This design comes from an exercise in tuning for small area on the open sky130 flow, not from production work. The RTL was checked by simulation tests, not by an equivalence proof against the original design. No activity file was given, so power comes from the tool's default toggle rates.

Setup of job 2205:
Design csb_top, start of the top module:
module csb_top (
    input  wire        clk,
    input  wire        rst,           
    input  wire        ctl_valid,
    input  wire [31:0] ctl_word,
    output reg         resp_valid,
    output wire [1:0]  resp_code,
    output reg  [31:0] resp_value,
    output reg         lc_line_valid,
    output wire [1:0]  lc_line,
    output reg         lc_role_valid,
    output wire        lc_role,
    output wire [1:0]  lc_pull,
    output reg         obs_valid,
    output wire [1:0]  obs_mask,
    input  wire        cap_valid,
    input  wire [31:0] cap_word,
    output reg         cap_rearm,     
    output wire        meas_req,
    output wire [2:0]  meas_ch,
    input  wire        meas_ack,
    input  wire        meas_err,
    input  wire [15:0] meas_data,
    output wire        tx_valid,
    output wire [7:0]  tx_data,
    input  wire        tx_ready,
    output wire        sleep_req,
    output wire [23:0] sleep_us,
    input  wire        timer_done
);
    localparam integer NSLOTS      = 4;
    localparam integer K           = 10;
    localparam integer TAKE_CYCLES = 8;
    localparam integer WIN_LO      = 500;
    localparam integer WIN_HI      = 2000;
    localparam integer HDR_LEN     = 20;
    localparam integer PAYLOAD_MAX = 32;
    localparam integer SPAN        = HDR_LEN + PAYLOAD_MAX;    
    localparam integer PKT_LEN     = SPAN + 4;                 
    localparam integer STALL_MAX   = 100;
    localparam [23:0]  STALL_SLEEP_US = 24'd500;
    localparam [23:0]  IDLE_US_RESET  = 24'd1000;
    localparam [4:0]   PROTO_VERSION  = 5'd1;
    localparam [3:0] PH_STOPPED     = 4'd0,
                     PH_CYCLE_START = 4'd1,
                     PH_TELEM       = 4'd2,
                     PH_ASSEMBLE    = 4'd3,
                     PH_SEAL        = 4'd4,
  ...
For scale: ~4900 cells after synthesis, roughly 1700 flip-flops, ~66000 µm² of cells after synthesis.
Settings: LEC_CHECK=0, CAP_MARGIN=0, CORE_MARGIN=2, CORE_UTILIZATION=55, SLEW_MARGIN=0; clock period 10.0 ns.
standard.sh (not shown) runs the stock make flow with config.mk's settings and CLKGATE_MAP_FILE= SYNTH_SCRIPT=/design/flow/synth_recipe.tcl, a recipe that flattens the netlist after the stock synthesis.
==> flow/flow/run.sh <==
#!/bin/bash
# Layout flow: the standard flow, except
#  - synthesis maps the logic with Yosys's default (area-oriented) ABC script
#    instead of ORFS's speed script; registers are mapped exactly as in the
#    standard synthesis, and this is checked against it (falling back to the
#    standard synthesis if they differ);
#  - clock tree: larger sink clusters and no dummy loads.
# Floorplan, power grid, placement, routing and finishing are standard.sh's.
set -euo pipefail
W=$(pwd)

python3 - "$W" <<'PY'
import sys, os
w = sys.argv[1]
src = open(os.path.join(os.environ["FLOW_HOME"], "scripts", "synth.tcl")).read()
old = "  log_cmd abc {*}$abc_args\n"
assert src.count(old) == 1, "abc call not found"
src = src.replace(old, "  log_cmd abc {*}$lib_args {*}$lib_dont_use_args\n")
open(os.path.join(w, "own_synth.tcl"), "w").write(src)
b = open(os.path.join(w, "synth_recipe.tcl")).read()
line = "source $::env(SCRIPTS_DIR)/synth.tcl"
assert b.count(line) == 1, "synth.tcl source line not found"
open(os.path.join(w, "own_synth_recipe.tcl"), "w").write(b.replace(line, "source " + os.path.join(w, "own_synth.tcl")))
PY

MK=$(grep '^make ' standard.sh)
MK=${MK//'"${@:-finish}"'/synth}
# reference: the standard synthesis, in its own folder
REF=${MK//"WORK_HOME=$W/orfs"/"WORK_HOME=$W/ref_orfs"}
echo "$REF" > ref_synth_cmd.txt
eval "$REF" > ref_synth.log 2>&1
# own synthesis
OWN=${MK//synth_recipe.tcl/own_synth_recipe.tcl}
echo "$OWN" > own_synth_cmd.txt
eval "$OWN" > own_synth.log 2>&1

python3 - "$W" > reg_check.log 2>&1 <<'PY' || { echo "registers differ: standard synthesis" >> reg_check.log; rm -rf "$W/orfs"; }
import sys, re
w = sys.argv[1]
def regs(p):
    t = open(p).read()
    return sorted(re.findall(r'^\s*(sky130_fd_sc_hd__\w*df\w*)\s+(\S+)\s*\(', t, re.M))
a = regs(w + "/ref_orfs/results/sky130hd/csb_top/base/1_2_yosys.v")
b = regs(w + "/orfs/results/sky130hd/csb_top/base/1_2_yosys.v")
print(len(a), len(b))
sys.exit(0 if a == b and a else 1)
PY
rm -rf "$W/ref_orfs/objects" "$W/ref_orfs/results"

export CTS_ARGS="-sink_clustering_enable -repair_clock_nets -sink_clustering_size 24 -sink_clustering_max_diameter 80 -buf_list {sky130_fd_sc_hd__clkbuf_8 sky130_fd_sc_hd__clkbuf_16} -dont_use_dummy_load"
bash standard.sh > standard_finish.log 2>&1
Input-level comparison between job 2884 and job 2205:
diff --git a/flow/design.v b/flow/design.v
--- a/flow/design.v
+++ b/flow/design.v
@@ -320,27 +320,14 @@
             PH_CLEAR: begin
                 t_cyc = (t_cyc == K - 1) ? 4'd0 : t_cyc + 4'd1;
             end
             default: ;
         endcase
         if (rst) pl_load = 1'b0;
     end
-    reg [5:0] sel_len;
-    reg [7:0] sel_type;
-    reg       sel_part, sel_line;
-    integer   si;
-    always @(*) begin
-        sel_len = 6'd0; sel_type = 8'd0; sel_part = 1'b0; sel_line = 1'b0;
-        for (si = 0; si < NSLOTS; si = si + 1) begin
-            sel_len  = sel_len  | (t_len[si*6 +: 6]  & {6{pl_src == si}});
-            sel_type = sel_type | (t_type[si*8 +: 8] & {8{pl_src == si}});
-            sel_part = sel_part | (t_part[si] & (pl_src == si));
-            sel_line = sel_line | (t_line[si] & (pl_src == si));
-        end
-    end
     always @(posedge clk) begin
         if (rst) begin
             pw <= 2'd0;
             pr <= 2'd0;
             pbase <= 2'd0;
             lost_pending <= 1'b0;
             drops        <= 32'd0;
@@ -406,16 +393,15 @@
                         aborted  <= 1'b0;
                         phase    <= (t_cyc == 4'd0) ? PH_TELEM : PH_ASSEMBLE;
                     end
                 end
                 PH_TELEM: begin
                     if (meas_ack) begin
                         if (!meas_err)
-                            for (mi = 0; mi < 5; mi = mi + 1)
-                                if (tch == mi) tel[mi*16 +: 16] <= meas_data;
+                            tel[tch*16 +: 16] <= meas_data;
                         for (mi = 0; mi < 5; mi = mi + 1)
                             if (tch == mi) meas_errs[mi] <= meas_err;
                         if (tch == 3'd4) begin
                             tch <= 3'd0;
                             if (in_window(tel[15:0]))
                                 active <= (t_line_sel == 2'd1);
                             else if (in_window(tel[31:16]))
@@ -423,21 +409,21 @@
                             phase <= PH_ASSEMBLE;
                         end else begin
                             tch <= tch + 3'd1;
                         end
                     end
                 end
                 PH_ASSEMBLE: begin
-                    pkt_plen <= pl_load ? sel_len : 6'd0;
+                    pkt_plen <= pl_load ? t_len[pl_src*6 +: 6] : 6'd0;
                     if (t_cyc < TAKE_CYCLES) begin
                         if (pl_load) begin
-                            pkt_tcode <= sel_type;
-                            pkt_part  <= sel_part;
+                            pkt_tcode <= t_type[pl_src*8 +: 8];
+                            pkt_part  <= t_part[pl_src];
                             pkt_lost  <= p_lost;
-                            pkt_pol   <= sel_line;
+                            pkt_pol   <= t_line[pl_src];
                         end else begin
                             pkt_tcode <= 8'd0;
                             pkt_part  <= 1'b0;
                             pkt_lost  <= p_lost;
                             pkt_pol   <= active;
                         end
                     end
--- outcome ---
Reported for job 2205 and job 2884, DRC violation count after routing turned out identical to the last digit.
Of job 2205 and job 2884, the run reporting the higher part of the total power dissipated in the clock network was job 2205.
Every run in the comparison, job 2205 and job 2884, completed the flow with a clean layout.
Re post-detailed-route via-to-cell ratio: job 2884 is 1.8% up on job 2205.
On design area, job 2205 and job 2884 are basically level.
Job 2205 has a higher minimum setup slack in the final design than job 2884.
As of job 2884, number of cells in the design after placement had fallen slightly compared to job 2205.
Job 2205 and job 2884 ended up with nearly the same proportion of synthesized area in mux cells.
~same wire length in job 2205 and job 2884

---

csb_top with an RTL version that a note above also has.
For scale: about 170 I/O pins, roughly 66000 µm² of cells after synthesis.
==> flow/config.mk <==
export PLATFORM = sky130hd
export DESIGN_NAME = csb_top
export DESIGN_NICKNAME = csb_top
export VERILOG_FILES = /design/flow/design.v
export SDC_FILE = /design/flow/constraint.sdc
export NUM_CORES = 4
export LEC_CHECK = 0
export CAP_MARGIN = 10
export CORE_MARGIN = 2
export CORE_UTILIZATION = 55
export SLEW_MARGIN = 10
==> flow/constraint.sdc <==
create_clock -name core_clock -period 10.0 [get_ports {clk}]
set_input_delay 2.0000 -clock core_clock [delete_from_list [all_inputs] [get_ports {clk}]]
set_output_delay 2.0000 -clock core_clock [all_outputs]
set_load 0.01 [all_outputs]
Scripts as last shown in full above: flow/flow/run.sh
The first run went through all stages and came out clean.
Next try:
--- a/flow/design.v
+++ b/flow/design.v
@@ -210,19 +210,20 @@
     integer    mi;
     reg        p_lost, p_wake, p_seq_zero;    
     reg        pl_load;
     reg [1:0]  pl_src;
     wire [PAYLOAD_MAX*8-1:0] pl_next;
     csb_plmux u_plmux (
-        .sel ({pl_src == 2'd3, pl_src == 2'd2, pl_src == 2'd1, pl_src == 2'd0}),
+        .sel ({pl_src == 2'd3, pl_src == 2'd2, pl_src == 2'd1, pl_src == 2'd0} & {4{pl_load}}),
         .d   (slot_data),
         .y   (pl_next)
     );
     always @(posedge clk)
-        if (pl_load)
-            pkt_pl <= pl_next;
+        pkt_pl <= pl_next | ({PAYLOAD_MAX*8{~pl_load}} & pkt_pl);
+    always @(posedge clk)
+        resp_value <= (ctl_valid && op == 8'h08 && ctl_code == RC_OK) ? rd_value : 32'd0;
     always @(posedge clk) begin
         slot_len  <= t_len;
         slot_line <= t_line;
         slot_type <= t_type;
         slot_part <= t_part;
     end
@@ -321,12 +322,25 @@
                 t_cyc = (t_cyc == K - 1) ? 4'd0 : t_cyc + 4'd1;
             end
             default: ;
         endcase
         if (rst) pl_load = 1'b0;
     end
+    reg [5:0] sel_len;
+    reg [7:0] sel_type;
+    reg       sel_part, sel_line;
+    integer   si;
+    always @(*) begin
+        sel_len = 6'd0; sel_type = 8'd0; sel_part = 1'b0; sel_line = 1'b0;
+        for (si = 0; si < NSLOTS; si = si + 1) begin
+            sel_len  = sel_len  | (t_len[si*6 +: 6]  & {6{pl_src == si}});
+            sel_type = sel_type | (t_type[si*8 +: 8] & {8{pl_src == si}});
+            sel_part = sel_part | (t_part[si] & (pl_src == si));
+            sel_line = sel_line | (t_line[si] & (pl_src == si));
+        end
+    end
     always @(posedge clk) begin
         if (rst) begin
             pw <= 2'd0;
             pr <= 2'd0;
             pbase <= 2'd0;
             lost_pending <= 1'b0;
@@ -358,13 +372,12 @@
             lc_line_valid <= 1'b0;
             lc_role_valid <= 1'b0;
             obs_valid     <= 1'b0;
             cap_rearm     <= 1'b0;
         end else begin
             resp_valid    <= ctl_valid;
-            resp_value    <= (ctl_valid && op == 8'h08 && ctl_code == RC_OK) ? rd_value : 32'd0;
             lc_line_valid <= ctl_exec && op == 8'h03;
             lc_role_valid <= ctl_exec && op == 8'h04;
             obs_valid     <= ctl_exec && op == 8'h01 && ctl_word[8];
             if (ctl_valid)
                 err_code <= ctl_code;
             if (ctl_exec && op == 8'h04) begin
@@ -394,13 +407,14 @@
                         phase    <= (t_cyc == 4'd0) ? PH_TELEM : PH_ASSEMBLE;
                     end
                 end
                 PH_TELEM: begin
                     if (meas_ack) begin
                         if (!meas_err)
-                            tel[tch*16 +: 16] <= meas_data;
+                            for (mi = 0; mi < 5; mi = mi + 1)
+                                if (tch == mi) tel[mi*16 +: 16] <= meas_data;
                         for (mi = 0; mi < 5; mi = mi + 1)
                             if (tch == mi) meas_errs[mi] <= meas_err;
                         if (tch == 3'd4) begin
                             tch <= 3'd0;
                             if (in_window(tel[15:0]))
                                 active <= (t_line_sel == 2'd1);
@@ -410,19 +424,19 @@
                         end else begin
                             tch <= tch + 3'd1;
                         end
                     end
                 end
                 PH_ASSEMBLE: begin
-                    pkt_plen <= pl_load ? t_len[pl_src*6 +: 6] : 6'd0;
+                    pkt_plen <= pl_load ? sel_len : 6'd0;
                     if (t_cyc < TAKE_CYCLES) begin
                         if (pl_load) begin
-                            pkt_tcode <= t_type[pl_src*8 +: 8];
-                            pkt_part  <= t_part[pl_src];
+                            pkt_tcode <= sel_type;
+                            pkt_part  <= sel_part;
                             pkt_lost  <= p_lost;
-                            pkt_pol   <= t_line[pl_src];
+                            pkt_pol   <= sel_line;
                         end else begin
                             pkt_tcode <= 8'd0;
                             pkt_part  <= 1'b0;
                             pkt_lost  <= p_lost;
                             pkt_pol   <= active;
                         end
=>
- wire length fell by 3.4%
- clock power shrinks by about 2%
- non-clock buffer count goes down by 5
- cell area shrinks by 3.7%
- flip-flop and latch count stays the same
- worst setup slack is worse by 0.36 ns
- maximum frequency drops by 3.7%
- utilization grows by 0.31 points
- via count goes down by 1.0%
- synthesized area fell by 3.8%
- die area went down by 3.7%
- power goes down by 20%

## port drivers added, routing unchanged
How much do the figures lean on ideal ports? The routed layouts below were timed once more, with nothing changed but the port constraints. Step 1, drivers: a clkbuf_16 drives clk and a buf_2 each remaining input, both assumed. Step 2 moves the port delays by t, midway between the first and last clock arrival at a register: inputs arrive t later, outputs are due t later. That takes back most of the time a late clock gives input paths. a / b / c = no drivers / after step 1 / after step 2; a / b = the first two.
run	t (ns)	slack for setup (ns)	clock arrival spread, ns	slew at the worst register clock pin (ns)	pins driven straight from the clock port
job 2205	0.780	1.085 / 1.005 / 1.089	0.095 / 0.095	0.10 / 0.10	1
job 2884	0.770	0.886 / 0.804 / 1.261	0.094 / 0.094	0.10 / 0.10	1
the first run of note 2	0.770	0.886 / 0.804 / 1.261	0.094 / 0.094	0.10 / 0.10	1
the second run of note 2	0.767	0.531 / 0.451 / 1.218	0.096 / 0.096	0.10 / 0.10	1
After both steps setup and hold are still met in every run listed.
